This design comes from an exercise in tuning for small area, a short achievable clock period and few clock cycles on the open sky130 flow, not from production work.
In this exercise RTL edits were held to simulation tests only and were not proved equivalent to the original.
Power and IR drop assume default switching activity.

==> flow/design.v (excerpt) <==
module lcs_diff #(
    parameter N  = 16,
    parameter TW = 8
) (
    input  wire              clk,
    input  wire              rst,
    input  wire              cmd_valid,
    output wire              cmd_ready,
    input  wire [4:0]        a_len,
    input  wire [4:0]        b_len,
    input  wire [N*TW-1:0]   a_toks,
    input  wire [N*TW-1:0]   b_toks,
    output wire              out_valid,
    input  wire              out_ready,
    output wire [1:0]        out_op,
    output wire [3:0]        out_idx,
    output wire [4:0]        out_len
);
Size: about 470 flip-flops, ~280 I/O pins, roughly 0.029 mm² of cells after synthesis.
export LEC_CHECK = 0
export ABC_AREA = 1
export CAP_MARGIN = 30
export CORE_MARGIN = 2
export CORE_UTILIZATION = 40
export SLEW_MARGIN = 40
export TNS_END_PERCENT = 5
create_clock -name core_clock -period 11.0 [get_ports {clk}]
standard.sh (not shown) runs the stock make flow with config.mk's settings and CLKGATE_MAP_FILE= SYNTH_SCRIPT=/design/flow/synth_recipe.tcl, a recipe that flattens the netlist after the stock synthesis.
==> flow/flow/run.sh <==
#!/bin/bash
set -euo pipefail
bash standard.sh SETUP_SLACK_MARGIN=7.4 'BUFFER_PORTS_ARGS=-buffer_cell sky130_fd_sc_hd__buf_1' finish > make_finish.log 2>&1
The starting point ran to the end with no violations.
Testbench counts at the start, summed over its fixed seeds: cycles 7,338.
Next try:
- TNS_END_PERCENT: 5 -> unset
After rerunning: The changed run produced a clean layout; area after synthesis stays the same; die area is unchanged; cell count stays flat; final area rises by 0.72%; clock-buffer cell count falls by 12; critical path depth rises by 13; setup slack gains 36 ps.

---

harbor:
lcs_diff, a different RTL version from the one above (not shown whole).
Size in the first run: ~440 flip-flops, about 280 I/O pins, about 0.027 sq mm of cells after synthesis.
// lcs_diff
module lcs_diff #(
    parameter N  = 16,
    parameter TW = 8
) (
    input  wire              clk,
    input  wire              rst,
    input  wire              cmd_valid,
    output wire              cmd_ready,
    input  wire [4:0]        a_len,
    input  wire [4:0]        b_len,
    input  wire [N*TW-1:0]   a_toks,
    input  wire [N*TW-1:0]   b_toks,
    output wire              out_valid,
    input  wire              out_ready,
    output wire [1:0]        out_op,
    output wire [3:0]        out_idx,
    output wire [4:0]        out_len
);
    localparam OP_REM  = 2'd0;
    localparam OP_ADD  = 2'd1;
    localparam OP_KEEP = 2'd2;
    localparam OP_END  = 2'd3;
    localparam E_IDLE = 3'd0;
    localparam E_DP   = 3'd2;
    localparam E_TB   = 3'd3;
    localparam E_EMB  = 3'd4;
    localparam E_DONE = 3'd5;
    localparam E_POST = 3'd6;    
    localparam P_UP1  = 2'd0;
    localparam P_DOWN = 2'd1;
    localparam P_UP2  = 2'd2;
    integer q;
    function [15:0] smear_dn(input [15:0] x);
        reg [15:0] y;
        begin
            y = x;
            y = y | (y >> 1);
            y = y | (y >> 2);
            y = y | (y >> 4);
            y = y | (y >> 8);
            smear_dn = y;
        end
    endfunction
    function [15:0] smear_up(input [15:0] x);
        reg [15:0] y;
        begin
            y = x;
            y = y | (y << 1);
            y = y | (y << 2);
            y = y | (y << 4);
            y = y | (y << 8);
            smear_up = y;
        end
    endfunction
    function himatch(input [15:0] c, input [15:0] mm);
        reg [7:0] a1, m1;
        reg [3:0] a2, m2;
        reg [1:0] a3, m3;
        integer k;
        begin
            for (k = 0; k < 8; k = k + 1) begin
                a1[k] = c[2*k+1] | c[2*k];
  ...
Settings: LEC_CHECK=0, ABC_AREA=1, CAP_MARGIN=30, CORE_MARGIN=2, CORE_UTILIZATION=50, CTS_BUF_LIST=sky130_fd_sc_hd__clkbuf_8, SLEW_MARGIN=40; clock period 11.0 ns.
==> flow/flow/run.sh <==
#!/bin/bash
set -euo pipefail
bash standard.sh SETUP_SLACK_MARGIN=7.6 'BUFFER_PORTS_ARGS=-buffer_cell sky130_fd_sc_hd__buf_1' finish > make_finish.log 2>&1
Testbench counts of harbor, summed over its fixed seeds: cycles 7,338.
Here is what was changed in the inputs of amber compared with harbor.
# harbor
export LEC_CHECK = 0
export ABC_AREA = 1
export CAP_MARGIN = 30
export CORE_MARGIN = 2
export CORE_UTILIZATION = 50
export CTS_BUF_LIST = sky130_fd_sc_hd__clkbuf_8
export SLEW_MARGIN = 40
create_clock -name core_clock -period 11.0 [get_ports {clk}]
# amber
export LEC_CHECK = 0
export ABC_AREA = 1
export CAP_MARGIN = 30
export CORE_MARGIN = 2
export CORE_UTILIZATION = 40
export SLEW_MARGIN = 40
create_clock -name core_clock -period 11.0 [get_ports {clk}]
==> comparison <==
- amber finished every stage and its layout cleared the timing, design-rule and antenna checks.
- The area enclosed by the die boundary reported for amber is greater than that of harbor by about 25%.
- Via count of the routed design: amber vs harbor — no meaningful difference
- Between amber and harbor, the final net count does not differ in any meaningful way.
- Worst hold margin essentially unchanged between amber and harbor.
- amber: net load switching power is about 2.4% higher than what harbor reported.
- Compared with harbor, amber is hungrier on power.
- Compared to harbor, amber shows a wider setup margin.
- Delta (amber minus harbor): global placement routability congestion now larger, site row count now larger.
The following lists how sierra was set up differently from amber:
# amber
export LEC_CHECK = 0
export ABC_AREA = 1
export CAP_MARGIN = 30
export CORE_MARGIN = 2
export CORE_UTILIZATION = 40
export SLEW_MARGIN = 40
create_clock -name core_clock -period 11.0 [get_ports {clk}]
# sierra
export LEC_CHECK = 0
export ABC_AREA = 1
export CAP_MARGIN = 30
export CORE_MARGIN = 2
export CORE_UTILIZATION = 40
export CTS_BUF_LIST = sky130_fd_sc_hd__clkbuf_8
export SLEW_MARGIN = 40
create_clock -name core_clock -period 11.0 [get_ports {clk}]
==> flow/flow/run.sh <==
#!/bin/bash
set -euo pipefail
bash standard.sh SETUP_SLACK_MARGIN=7.7 'BUFFER_PORTS_ARGS=-buffer_cell sky130_fd_sc_hd__buf_1' finish > make_finish.log 2>&1
[summary]
~same total power in amber and sierra. Summary of sierra over amber: final critical-path required period went down, maximum clock frequency went up, proportion of cell area occupied by registers went down, setup slack after layout went up. sierra reached the end of the flow, and the finished layout is clean on the timing, design-rule and antenna checks. For the overall routed net length, sierra came in 1.9% higher than amber did. Looking at sum of routed wire segments on met1, sierra sits 2.0% above amber.
diff inputs: sierra => pepper
==> flow/flow/run.sh <==
#!/bin/bash
set -euo pipefail
bash standard.sh SETUP_SLACK_MARGIN=7.5 'BUFFER_PORTS_ARGS=-buffer_cell sky130_fd_sc_hd__buf_1' finish > make_finish.log 2>&1
==> summary.txt <==
sierra ended with every stage complete and zero timing, DRC or antenna violations. pepper | status: complete | timing, DRC, antenna: pass. pepper vs. sierra: number of antenna diodes shrank by 1; post-placement worst setup slack grew by 0.036 ns; routed length on met2 grew by 0.42%; worst-case register-to-register setup slack shrank by 0.08 ns. Compared with sierra, pepper shows a higher shortest clock period the worst path allows after layout. Clock network power share: lower on pepper.
Changes in willow relative to pepper:
# pepper
export LEC_CHECK = 0
export ABC_AREA = 1
export CAP_MARGIN = 30
export CORE_MARGIN = 2
export CORE_UTILIZATION = 40
export CTS_BUF_LIST = sky130_fd_sc_hd__clkbuf_8
export SLEW_MARGIN = 40
create_clock -name core_clock -period 11.0 [get_ports {clk}]
# willow
export LEC_CHECK = 0
export ABC_AREA = 1
export CAP_MARGIN = 30
export CORE_MARGIN = 2
export CORE_UTILIZATION = 40
export CTS_BUF_LIST = sky130_fd_sc_hd__clkbuf_4
export SLEW_MARGIN = 40
create_clock -name core_clock -period 11.0 [get_ports {clk}]
==> flow/flow/run.sh <==
#!/bin/bash
set -euo pipefail
bash standard.sh SETUP_SLACK_MARGIN=7.6 'BUFFER_PORTS_ARGS=-buffer_cell sky130_fd_sc_hd__buf_1' finish > make_finish.log 2>&1
--- outcome ---
Via count, willow and pepper, lower one = pepper. Delta(final clock period utilization by the worst path, willow - pepper) > 0. Taking pepper as the reference point, the maximum number of pins on one net before global-route repair of willow falls by about 15%. Relative to pepper, layout overhead on the synthesized area has increased by 1.5 points in willow. Per the comparison of willow with pepper, worst-skew pair later-pin latency saw an increase, data required time of the worst path saw a decrease. Compared with pepper, willow shows a lower share of power burned in the clock network.
Edits applied to the flow inputs when going from willow to quartz:
# willow
export LEC_CHECK = 0
export ABC_AREA = 1
export CAP_MARGIN = 30
export CORE_MARGIN = 2
export CORE_UTILIZATION = 40
export CTS_BUF_LIST = sky130_fd_sc_hd__clkbuf_4
export SLEW_MARGIN = 40
create_clock -name core_clock -period 11.0 [get_ports {clk}]
# quartz
export LEC_CHECK = 0
export ABC_AREA = 1
export CAP_MARGIN = 30
export CORE_MARGIN = 2
export CORE_UTILIZATION = 40
export CTS_BUF_LIST = sky130_fd_sc_hd__clkbuf_8
export SLEW_MARGIN = 40
create_clock -name core_clock -period 11.0 [get_ports {clk}]
- Re number of instances on the worst hold path: no difference whatsoever between willow and quartz.
- Measured against quartz, the achievable frequency of willow comes out at 0.934 times the reference value.
- On combinational cell power, willow and quartz are basically level.
- Between quartz and willow, the final hold slack figures differ only marginally.
- Summary — share of the cycle needed by the critical path after routing, quartz relative to willow: lower, by 2.2 points.
- Diff willow -> quartz: share of layout cells above drive strength 1 dropped 0.51 points, net switching power of the design climbed about 1.6%, average wire length per cell after detail routing climbed about 1.6%, static leakage climbed 0.92%.
- Area: quartz vs willow -> quartz larger
- Number of buffers inserted during clock tree synthesis (willow / quartz): 1.5

---

## maple
Another version of the RTL of lcs_diff (not shown whole).
For scale: ~4000 cells after synthesis, roughly 460 flip-flops, roughly 28000 sq um of cells after synthesis.
Settings: LEC_CHECK=0, ABC_AREA=1, CAP_MARGIN=30, CORE_MARGIN=2, CORE_UTILIZATION=40, CTS_BUF_LIST=sky130_fd_sc_hd__clkbuf_8, SLEW_MARGIN=40; clock period 11.0 ns.
==> flow/flow/run.sh <==
#!/bin/bash
set -euo pipefail
bash standard.sh SETUP_SLACK_MARGIN=7.4 'BUFFER_PORTS_ARGS=-buffer_cell sky130_fd_sc_hd__buf_1' finish > make_finish.log 2>&1
maple: all stages complete, timing, DRC and antenna checks passed
Testbench counts of maple, summed over its fixed seeds: cycles 7,338.
The following lists how fjord was set up differently from maple:
Settings: clearing CTS_BUF_LIST, which used to be sky130_fd_sc_hd__clkbuf_8.
[summary]
Delta (fjord minus maple): power shows an increase of 6.6%; total I/O pin count shows no meaningful change; global-route wire length before repair shows a reduction of 1.4 mm.
For the area occupied by multi-input gates, fjord came in about 0.34% higher than maple did.
Shortest period the worst path allows sits lower in fjord than in maple.
Input changes introduced in violet (baseline for comparison: fjord):
==> flow/flow/run.sh <==
#!/bin/bash
set -euo pipefail
bash standard.sh SETUP_SLACK_MARGIN=7.6 'BUFFER_PORTS_ARGS=-buffer_cell sky130_fd_sc_hd__buf_1' finish > make_finish.log 2>&1
[summary]
- The routed metal-1 wire length of violet exceeds that of fjord by 2.5%.
- violet ends up with higher post-cts repair resize count than fjord does.
- The lower clock group power came out of violet.
- When violet is set beside fjord, its switching component of the power turns out to be 3.5% larger.
- fjord vs violet, highest layer used for signal routing: met5 vs met4
- fjord has a lower relative contribution of combinational cells to total power than violet.
- Of fjord and violet, fjord shows the higher post-placement setup slack, with violet below it.
- Per the comparison of violet with fjord, total power after layout shows a reduction of 0.81%; routed via count divided by cell count shows an increase of 1.3%.
- Comparing fjord and violet, the higher clock share of power is on fjord.
## Diff of input files: garnet against violet
==> flow/flow/run.sh <==
#!/bin/bash
set -euo pipefail
bash standard.sh SETUP_SLACK_MARGIN=7.8 'BUFFER_PORTS_ARGS=-buffer_cell sky130_fd_sc_hd__buf_1' finish > make_finish.log 2>&1
--- outcome ---
Going from violet to garnet, number of clock-tree buffers in the layout decreased by about 4% relative to the old numbers; simple-gate portion of the synthesized area barely changed; final design instance area without fill +3700 sq um.
Internal power consumption was lower in violet than in garnet.
Relative to violet, worst slack at placement has gone up in garnet.
Against violet, garnet reports a initial antenna violation count that is higher.
The number of global-route vias before repair number comes out higher for garnet vs violet.
Summary of garnet over violet: worst setup slack after layout now sits lower, global-route usage now sits higher, maximum frequency now sits lower.

-- what the ideal ports hide --
The flow's constraints put no driver on any port. The routed layouts listed below were extracted and timed again, unchanged, in two steps. Step 1: set_driving_cell puts a clkbuf_16 on clk and a buf_2 on each other input, an assumption about the parent block. Step 2 adds t to the input delays and takes it off the output delays; t is the mean of the earliest and latest rising clock arrival at the registers after step 1. Input paths then give back, and output paths get back, about the clock's delay inside the block. a / b / c = no drivers / after step 1 / after step 2; a / b = the first two.
run | t, ns | slack for setup (ns) | worst setup path after step 2 | cell pins on the clock port's net
the first run of note 1 | 0.674 | 7.309 / 7.301 / 6.660 | input to register | 1
the second run of note 1 | 0.660 | 7.345 / 7.345 / 6.767 | input to register | 1
harbor | 0.725 | 7.558 / 7.558 / 6.961 | input to register | 1
amber | 0.661 | 7.564 / 7.559 / 6.898 | input to register | 1
sierra | 0.720 | 7.587 / 7.549 / 7.011 | input to register | 1
pepper | 0.727 | 7.507 / 7.507 / 6.852 | input to register | 1
willow | 0.950 | 7.370 / 7.311 / 6.764 | input to register | 1
quartz | 0.722 | 7.608 / 7.555 / 6.926 | input to register | 1
maple | 0.750 | 7.458 / 7.414 / 6.764 | input to register | 1
fjord | 0.666 | 7.461 / 7.447 / 6.826 | input to register | 1
violet | 0.669 | 7.535 / 7.472 / 6.964 | input to register | 1
garnet | 0.673 | 7.471 / 7.410 / 7.054 | input to register | 1
After both steps every run listed still meets setup and hold. The setup slack of maple, which loses most, moves by -0.044 ns with the drivers and by -0.694 ns with both steps.
